Background: an optimization exercise with open tools, aiming at small area, a short achievable clock period and few clock cycles per item. Do not read the settings as production practice. Function not checked in this run: the RTL went through the layout flow alone. Power figures rest on the tool's default switching activity, not on a simulated workload.

## design/flow/run.sh

```bash
#!/bin/bash
# synth_recipe.tcl (not shown) runs the flow's synth.tcl, then flattens the netlist and writes it again
# the make line also repeats each setting of config.mk as NAME=value (left out here)
make -C /OpenROAD-flow-scripts/flow DESIGN_CONFIG=/design/flow/config.mk WORK_HOME=/design/flow/orfs CLKGATE_MAP_FILE= SYNTH_SCRIPT=/design/flow/synth_recipe.tcl finish
```

## design/flow/config.mk

```make
export PLATFORM = sky130hd
export DESIGN_NAME = comlynx_arbiter
export DESIGN_NICKNAME = comlynx_arbiter
export VERILOG_FILES = /design/flow/design.v
export SDC_FILE = /design/flow/constraint.sdc
export NUM_CORES = 4
export LEC_CHECK = 0
export CAP_MARGIN = 20
export CORE_MARGIN = 2
export CORE_UTILIZATION = 40
export SLEW_MARGIN = 20
```

## design/flow/constraint.sdc

```tcl
create_clock -name core_clock -period 10.0 [get_ports {clk}]
set_input_delay 2.0000 -clock core_clock [delete_from_list [all_inputs] [get_ports {clk}]]
set_output_delay 2.0000 -clock core_clock [all_outputs]
set_load 0.01 [all_outputs]
```

## design/flow/design.v

```verilog
module comlynx_arbiter (
    input  wire        clk,
    input  wire        rst,         
    input  wire        cmd_valid,
    output wire        cmd_ready,
    input  wire [31:0] cmd_data,
    input  wire        cmd_last,
    output wire        rsp_valid,
    input  wire        rsp_ready,
    output wire [15:0] rsp_data
);
    localparam NN  = 24;
    localparam [4:0] C_NONE    = 5'd0,
                     C_CONF    = 5'd1,
                     C_CONFM   = 5'd2,
                     C_SETIE   = 5'd3,
                     C_SEND    = 5'd4,
                     C_RECV    = 5'd5,
                     C_BRK     = 5'd6,
                     C_RXRDY   = 5'd7,
                     C_TXRDY   = 5'd8,
                     C_TXEMPTY = 5'd9,
                     C_RXBRK   = 5'd10,
                     C_IRQ     = 5'd11,
                     C_SERCTL  = 5'd12,
                     C_HFRM    = 5'd13,
                     C_HOVR    = 5'd14,
                     C_HPAR    = 5'd15,
                     C_HANY    = 5'd16,
                     C_RSTERR  = 5'd17,
                     C_PE      = 5'd18,
                     C_PO      = 5'd19,
                     C_P       = 5'd20,
                     C_CHK     = 5'd21;
    reg        in_tr;         
    reg        a_v, a_first, a_last;
    reg [4:0]  a_c;           
    reg [2:0]  a_sf;          
    reg [4:0]  a_k;
    reg [8:0]  a_d;
    reg        a_dp;          
    wire       stall;
    wire       room;
    assign cmd_ready = room & ~stall;
    wire       fire = cmd_valid & cmd_ready;
    wire [7:0] op   = cmd_data[31:24];
    wire [4:0] node = cmd_data[20:16];
    reg [4:0]  dc;
    reg [31:0] msk;
    reg        tnode;
    always @(*) begin
        dc    = C_NONE;
        msk   = 32'hFFE0FFFF;
        tnode = 1'b1;
        case (op)
            8'h01: begin dc = C_CONF;  msk = 32'hFFFFFFFC; tnode = 1'b0; end
            8'h02: begin dc = C_CONFM; msk = 32'hFFFFFFFC; tnode = 1'b0; end
            8'h03: begin dc = C_SETIE; msk = 32'hFFE0FF3F; end
            8'h10: begin dc = C_SEND;  msk = 32'hFFE0FF00; end
            8'h11: dc = C_RECV;
            8'h12: dc = C_BRK;
            8'h20: dc = C_RXRDY;
            8'h21: dc = C_TXRDY;
            8'h22: dc = C_TXEMPTY;
            8'h23: dc = C_RXBRK;
            8'h24: dc = C_IRQ;
            8'h25: dc = C_SERCTL;
            8'h30: dc = C_HFRM;
            8'h31: dc = C_HOVR;
            8'h32: dc = C_HPAR;
            8'h33: dc = C_HANY;
            8'h34: dc = C_RSTERR;
            8'h40: begin dc = C_PE;  msk = 32'hFFFFFF00; tnode = 1'b0; end
            8'h41: begin dc = C_PO;  msk = 32'hFFFFFF00; tnode = 1'b0; end
            8'h42: begin dc = C_P;   msk = 32'hFFFFFE00; tnode = 1'b0; end
            8'h43: begin dc = C_CHK; msk = 32'hFFFFFFFF; tnode = 1'b0; end
            default: tnode = 1'b0;
        endcase
    end
    wire [2:0] sf = (dc == C_NONE)                               ? 3'd1 :
                    ((cmd_data & msk & 32'h00FFFFFF) != 32'd0)   ? 3'd2 :
                    (tnode && node >= NN)                        ? 3'd3 : 3'd0;
    always @(posedge clk) begin
        if (rst) begin
            in_tr <= 1'b0;
            a_v   <= 1'b0;
        end else begin
            if (fire)
                in_tr <= ~cmd_last;
            if (~stall)
                a_v <= fire;
        end
        if (fire) begin
            a_first <= ~in_tr;
            a_last  <= cmd_last;
            a_c     <= dc;
            a_sf    <= sf;
            a_k     <= node;
            a_d     <= cmd_data[8:0];
            a_dp    <= ^cmd_data[7:0];
        end
    end
    reg          cfg_configured, cfg_enabled, cfg_even;
    reg [2:0]    fault;
    reg [NN-1:0] n_ovr, n_par, n_brk, n_rxie, n_txie;
    reg [5:0]    rp [0:NN-1];           
    reg [5:0]    head, tail;
    reg [4:0]    b_snd [0:31];
    reg [7:0]    b_pay [0:31];
    reg [31:0]   b_xp;
    reg          chk;
    reg [7:0]    acc;
    reg [1:0]    rsn;
    wire [4:0] k  = a_k;
    wire [5:0] p  = rp[k];
    wire [4:0] p5 = p[4:0];
    wire [4:0] t5 = tail[4:0];
    wire [4:0] h5 = head[4:0];
    wire has_next = (p != tail);
    wire full     = (tail[5] != head[5]) & (t5 == h5);
    wire tx_ready = ~full;
    wire [7:0] pay = b_pay[p5];
    wire       xp  = b_xp[p5];
    wire       recheck = cfg_enabled ? (cfg_even ? (^pay) : ~(^pay)) : cfg_even;
    wire       mism    = has_next & (recheck ^ xp);
    wire       new_xp  = cfg_enabled ? (cfg_even ? a_dp : ~a_dp) : cfg_even;
    reg [31:0] se_k, ge_h, lt_t, gt_p;
    integer i;
    always @(*) begin
        for (i = 0; i < 32; i = i + 1) begin
            se_k[i] = (b_snd[i] == k);
            ge_h[i] = (i >= h5);
            lt_t[i] = (i < t5);
            gt_p[i] = (i > p5);
        end
    end
    wire        wrap_live = (t5 < h5) | full;
    wire [31:0] live      = wrap_live ? (ge_h | lt_t) : (ge_h & lt_t);
    wire        tx_empty  = ~|(live & se_k);
    wire [31:0] rng = (p5 < t5) ? (gt_p & lt_t) : (gt_p | lt_t);
    wire [31:0] m   = rng & ~se_k;
    wire [31:0] mh  = m & gt_p;
    function [4:0] ffs;
        input [31:0] v;
        integer j;
        begin
            ffs = 5'd0;
            for (j = 31; j >= 0; j = j - 1)
                if (v[j]) ffs = j[4:0];
        end
    endfunction
    wire [5:0] p_next = (|mh) ? {p[5], ffs(mh)} :
                        (|m)  ? {~p[5], ffs(m)} : tail;
    reg [NN-1:0] at_head;
    always @(*)
        for (i = 0; i < NN; i = i + 1)
            at_head[i] = (rp[i] == head);
    wire [NN-1:0] kdec   = {{(NN-1){1'b0}}, 1'b1} << k;
    wire          ev_bg  = (head != tail) & ~|at_head;
    wire          only_k = ~|(at_head & ~kdec);       
    wire c_send = a_c == C_SEND;
    wire c_recv = a_c == C_RECV;
    wire needcfg = (a_c >= C_SETIE) & (a_c <= C_RSTERR);
    wire headdep = c_send | (a_c == C_TXRDY) | (a_c == C_TXEMPTY) |
                   (a_c == C_IRQ) | (a_c == C_SERCTL);
    assign stall = a_v & a_first & headdep & ev_bg;
    wire [2:0] nf = (a_sf != 3'd0)                ? a_sf :
                    (needcfg & ~cfg_configured)   ? 3'd4 :
                    (c_recv & ~has_next)          ? 3'd6 : 3'd0;
    wire held  = (fault != 3'd0);
    wire first = a_v & a_first & ~stall;
    wire exec  = first & ~held & (nf == 3'd0);
    wire ovr_k  = n_ovr[k];
    wire par_k  = n_par[k];
    wire brk_k  = n_brk[k];
    wire rxie_k = n_rxie[k];
    wire txie_k = n_txie[k];
    reg [9:0] val;
    always @(*) begin
        val = 10'd0;
        case (a_c)
            C_SEND:    val = {9'd0, tx_ready};
            C_RECV:    val = {2'd0, pay};
            C_RXRDY:   val = {9'd0, has_next};
            C_TXRDY:   val = tx_ready ? 10'h001 : 10'h100;
            C_TXEMPTY: val = {9'd0, tx_empty};
            C_RXBRK:   val = {9'd0, brk_k};
            C_IRQ:     val = {9'd0, (rxie_k & has_next) | (txie_k & tx_ready)};
            C_SERCTL:  val = {2'd0, tx_ready, has_next, tx_empty, par_k | mism,
                              ovr_k, 1'b0, brk_k, has_next & xp};
            C_HOVR:    val = {9'd0, ovr_k};
            C_HPAR:    val = {9'd0, par_k};
            C_HANY:    val = {9'd0, ovr_k | par_k};
            C_PE:      val = {9'd0, a_dp};
            C_PO:      val = {9'd0, ~a_dp};
            C_P:       val = {9'd0, a_d[8] ~^ a_dp};
            C_CHK:     val = 10'h0FF;
            default:   val = 10'd0;
        endcase
    end
    wire [2:0]  fcode    = held ? fault : nf;
    wire        f_any    = a_first ? (held | (nf != 3'd0)) : held;
    wire [7:0]  acc_sub  = acc - a_d[7:0];
    wire [9:0]  val_last = a_first ? val : {rsn, chk ? acc_sub : acc};
    wire [13:0] rsp_new  = f_any ? {1'b1, (a_first ? fcode : fault), 10'd0} : {4'd0, val_last};
    wire        push     = a_v & a_last & ~stall;
    always @(posedge clk) begin
        if (rst) begin
            chk <= 1'b0;
        end else if (a_v & ~stall) begin
            if (a_first) begin
                chk <= exec & (a_c == C_CHK);
                acc <= val[7:0];
                rsn <= val[9:8];
            end else if (chk) begin
                acc <= acc_sub;
            end
        end
    end
    wire do_send = exec & c_send & tx_ready;
    wire do_recv = exec & c_recv;
    wire ev1     = do_recv & (p == head) & only_k;
    always @(posedge clk) begin
        if (rst) begin
            cfg_configured <= 1'b0;
            cfg_enabled    <= 1'b0;
            cfg_even       <= 1'b0;
            fault          <= 3'd0;
            n_ovr  <= {NN{1'b0}};
            n_par  <= {NN{1'b0}};
            n_brk  <= {NN{1'b0}};
            n_rxie <= {NN{1'b0}};
            n_txie <= {NN{1'b0}};
            head   <= 6'd0;
            tail   <= 6'd0;
            for (i = 0; i < NN; i = i + 1)
                rp[i] <= 6'd0;
        end else begin
            if (first & ~held & (nf != 3'd0))
                fault <= nf;
            if (ev_bg | ev1)
                head <= head + 6'd1;
            if (do_send)
                tail <= tail + 6'd1;
            if (exec) begin
                case (a_c)
                    C_CONF: begin
                        cfg_configured <= 1'b1;
                        cfg_enabled    <= a_d[1];
                        cfg_even       <= a_d[0];
                    end
                    C_CONFM: begin
                        cfg_configured <= 1'b1;
                        cfg_enabled    <= ~a_d[1];
                        cfg_even       <= a_d[0];
                    end
                    C_SETIE: begin
                        n_txie[k] <= a_d[7];
                        n_rxie[k] <= a_d[6];
                    end
                    C_SEND: begin
                        if (!tx_ready) n_ovr[k] <= 1'b1;
                        else if (p == tail) rp[k] <= tail + 6'd1;
                    end
                    C_RECV:
                        rp[k] <= p_next;
                    C_BRK:
                        n_brk <= {NN{1'b1}};
                    C_RXBRK:
                        n_brk[k] <= 1'b0;
                    C_RXRDY, C_SERCTL:
                        if (mism) n_par[k] <= 1'b1;
                    C_IRQ:
                        if (rxie_k & mism) n_par[k] <= 1'b1;
                    C_RSTERR: begin
                        n_ovr[k] <= 1'b0;
                        n_par[k] <= 1'b0;
                    end
                    default: ;
                endcase
            end
        end
    end
    always @(posedge clk) begin
        if (do_send) begin
            b_snd[t5]  <= k;
            b_pay[t5]  <= a_d[7:0];
            b_xp[t5]   <= new_xp;
        end
    end
    reg [1:0]  qn;
    reg [13:0] q0, q1, q2;
    wire pop = (qn != 2'd0) & rsp_ready;
    wire [1:0] qpos = qn - {1'b0, pop};     
    assign rsp_valid = (qn != 2'd0);
    assign rsp_data  = {q0[13:10], 2'b00, q0[9:0]};
    assign room = ({1'b0, qn} + {2'd0, a_v & a_last}) <= 3'd2;
    always @(posedge clk) begin
        if (rst)
            qn <= 2'd0;
        else
            qn <= qn + {1'b0, push} - {1'b0, pop};
        if (pop) begin
            q0 <= q1;
            q1 <= q2;
        end
        if (push) begin
            if (qpos == 2'd0) q0 <= rsp_new;
            if (qpos == 2'd1) q1 <= rsp_new;
            if (qpos == 2'd2) q2 <= rsp_new;
        end
    end
endmodule
```

==> summary.txt <==
==> cell families (layout without fill, tap and decap cells) <==
kind of cell | after synthesis | in the layout | synth area share, %
other | 1 | 2 | 0.00844
adder cells (fa/ha/maj) | 69 | 69 | 1.80
buffers and inverters | 337 | 421 | 3.68
AO/OA/AOI/OAI | 801 | 801 | 11.9
multiplexers | 247 | 247 | 7.29
flip-flops | 862 | 862 | 54.3
AND/OR/NAND/NOR | 1324 | 1324 | 14.1
XOR/XNOR | 349 | 349 | 6.97
==> where the power goes <==
| part | internal [W] | total (W) | switching (W) |
|---|---|---|---|
| logic | 0.00124 | 0.00355 | 0.00231 |
| clock network | 0.00191 | 0.00335 | 0.00144 |
| registers | 0.00401 | 0.00412 | 0.000115 |
==> worst max-delay path, stage by stage, from the launching register on <==
cell and delay, ps:
dfxtp_1 930, and2_1 700, a22oi_1 190, a21boi_1 250
or4_1 230, buf_4 380, clkinv_2 110, ha_1 300
clkinv_1 360, nand2_1 500, buf_4 360, o221ai_1 310
nand3_1 140, nor3_1 540, nand3_1 120, or2_1 350
o31ai_1 110, o41a_1 220, a2bb2oi_4 830, inv_2 180
==> final cells by class <==
cell class                      instances  area (sq um)
Fill cell                           10300         61000
Multi-Input combinational cell       2792         18800
Inverter                               87           332
Timing Repair Buffer                  163          1430
Sequential cell                       862         24100
Clock buffer                          128          2500
Tap cell                             1488          1860
Clock inverter                         43           429
==> synthesized netlist by cell type (22+ instances only) <==
cell type | n | area (sq um)
o21ai_0 | 195 | 976
o21a_1 | 39 | 293
buf_6 | 22 | 248
a21oi_1 | 207 | 1040
mux2i_1 | 165 | 1650
inv_1 | 71 | 267
nor2b_1 | 50 | 313
xor2_1 | 175 | 1530
nand2_1 | 389 | 1460
nor4_1 | 34 | 213
and3_1 | 22 | 138
a211oi_1 | 26 | 195
mux4_2 | 58 | 1310
buf_2 | 54 | 270
dfxtp_1 | 176 | 3520
nor2_1 | 405 | 1520
maj3_1 | 27 | 270
xnor2_1 | 170 | 1490
a31oi_1 | 40 | 250
ha_1 | 39 | 488
nor3_1 | 87 | 435
edfxtp_1 | 686 | 20600
nand2b_1 | 47 | 294
mux2_2 | 22 | 248
nand3_1 | 141 | 706
nand4_1 | 31 | 194
and2_1 | 29 | 181
clkbuf_1 | 126 | 473
buf_1 | 23 | 86.3
a22oi_1 | 66 | 495
==> how the worst max path moves through the flow <==
stage                end  slack, ps  depth (start not counted)
2_1_floorplan  rp[24][0]       4370                         25
3_3_place_gp   rp[15][2]       2850                         19
3_5_place_dp   rp[30][1]       2810                         19
4_1_cts        rp[30][1]       2750                         19
5_1_grt        rp[29][1]       2190                         19
6_report       rp[26][1]       2500                         19
==> state kept, by name, indices dropped and copies added (netlist names), 3 cells and up, named ones only <==
signal / flops
b_xp: 32
n_rxie: 24
n_txie: 24
q0: 14
b_pay: 256
n_brk: 24
acc: 8
fault: 3
rp: 192
q1: 14
head: 6
tail: 6
q2: 13
a_d: 9
b_snd: 160
a_c: 5
a_k: 5
==> metrics by stage <==
step	instance area, sq um	utilization [%]	setup slack [ps]
3_3_place_gp	46500	42.1	2850
5_1_grt	49500	44.8	2190
2_1_floorplan	44500	-	4370
3_5_place_dp	46500	42.1	2810
4_1_cts	49500	44.8	2750
6_report	49500	44.8	2500
==> placed cells by master (no fill, tap or decap), types with 18 or more instances in the layout <==
cell,instances
and3_1,22
a211oi_1,26
nand4_1,31
mux2_2,22
inv_1,71
clkdlybuf4s50_1,51
a32oi_1,19
clkbuf_16,94
nor3_1,79
o22ai_1,18
nor2_1,404
nand3_1,141
clkbuf_1,31
and2_1,29
edfxtp_1,686
a211oi_2,20
nor4_1,34
o21ai_0,195
a21oi_1,207
a22oi_1,66
nor2b_1,50
nand2_1,389
mux4_2,58
xnor2_1,170
ha_1,39
a31oi_1,38
o21a_1,39
nor4_2,21
buf_4,106
xor2_1,175
clkinv_1,24
maj3_1,27
mux2i_1,165
nand2b_1,47
dfxtp_1,169
==> routing by layer <==
layer	routed length, microns	share of wire [%]
met1	57800	43
met2	62600	46
met3	10900	8.0
met4	4510	3.3
met5	0	0
==> impl_metrics.ini <==
[floorplan]
num_rows = 122
boundaryPins = 55
start_util_pct = 40.2
die_area_sq_um = 114000
die_w_microns = 337
core_area_sq_um = 111000
die_h_microns = 337

[sta]
rsz0062_at_grt = no
slew_viol_final = 0
hold_violations = 0
fin_crit_ps = 7500
finalSetupViolations = 0
tns_ps = 0
slew_headroom_pct = 10.6
min_period_over_period_pct = 75.0
tightest_slew_ps = 1330
clock_skew_ps = 46.7
hold-worst-slack_ps = 458
max_freq_ghz = 0.133

[place]
gp_congestion = 1.00
place_hpwl_microns = 90500
port_buffers = 52
place_inst = 5392

[layout]
num_antenna_cells = 0
area_growth_pct = 11.3
layout.cells.non_filler = 5563
drive_above_1_share_pct = 10.7
nNetsFinal = 4076

[pwr]
leakage_nw = 17.0
p_per_area_nw_per_um2 = 223
ir_worst_vdd_uv = 250
total_power_w = 0.0110

[logic_synthesis]
synthFlopType = edfxtp_1
syn_area_sq_um = 44500
yosysSeqAreaShare_pct = 54.3
syn_area_per_cell_sq_um = 11.1
ys_seq_elements = 862
async_flop_share_pct = 0
yosys_warnings = 1
synth_edf_count = 686
ys_types = 112
synthCells = 3990

[cts]
cts_sinks = 862
clockBufferDepth = 3
numCtsBuffers = 93
insertion_delay_ps = 700
hold_buffers = 0
cts_tree = done
postCtsSetupBuffers = 0
htree_levels = 3
path_clk_slew_ps = 60
clockRootBuffer = clkbuf_16
cts-resized-gates = 0

[worst_setup_path]
crit_required_ps = 10350
worst_setup_path_start_kind = flop
critical_path.max_fanout = 25
r2r_cells = 19
r2r_slack_ps = 2500
path_class = flop to flop
regToRegEndpoint = rp[26][1]
arrival_ps = 7850
cp-end-kind = flop

[route]
vias = 32600
antenna_left = 0
wirelength_microns = 136000
first_pass_iters = 7
drc = 0
viasPerCell = 5.86
wire_per_inst_microns = 24.4
first_iter_violations = 3743

[hold_path]
min_from = cfg_configured
min_to = cfg_configured
worstHoldPathType = flop to flop
hold_depth = 2

[grt]
grt_pass1_vias = 31200
antenna_found_initial = 0
grtUsageTotal_pct = 23.5
gr-total-overflow = 0
met1_usage_pct = 32.3
grt_max_degree = 131
grtUsageMet3_pct = 3.94
busiest_layer = met2
grt_util_met2_pct = 37.6
grt_pass1_wl_microns = 202000

[outcome]
outcome = timing/DRC/antenna clean

[flow_run]
cap_violations = 0

==> separate check: timing with driven ports <==
How much do the figures lean on ideal ports? The routed layout below was timed once more, with nothing changed but the port constraints. Step 1: set_driving_cell puts a clkbuf_16 on clk and a buf_2 on each other input, an assumption about the parent block. Step 2 also shifts input and output timing later by t, the mid clock arrival at the registers, as if the neighbouring blocks saw the same clock. Slacks: ideal ports / drivers / drivers and shift; pairs: ideal ports / drivers.
t, ns: 0.742
setup WS [ns]: 2.497 / 2.497 / 2.497
worst setup path after step 2: register to register
latest minus earliest clock arrival (ns): 0.047 / 0.047
slew at the worst register clock pin (ns): 0.07 / 0.07
After both steps this run still meets setup and hold. The setup slack of this run moves by 0.000 ns with the drivers and by 0.000 ns with both steps.
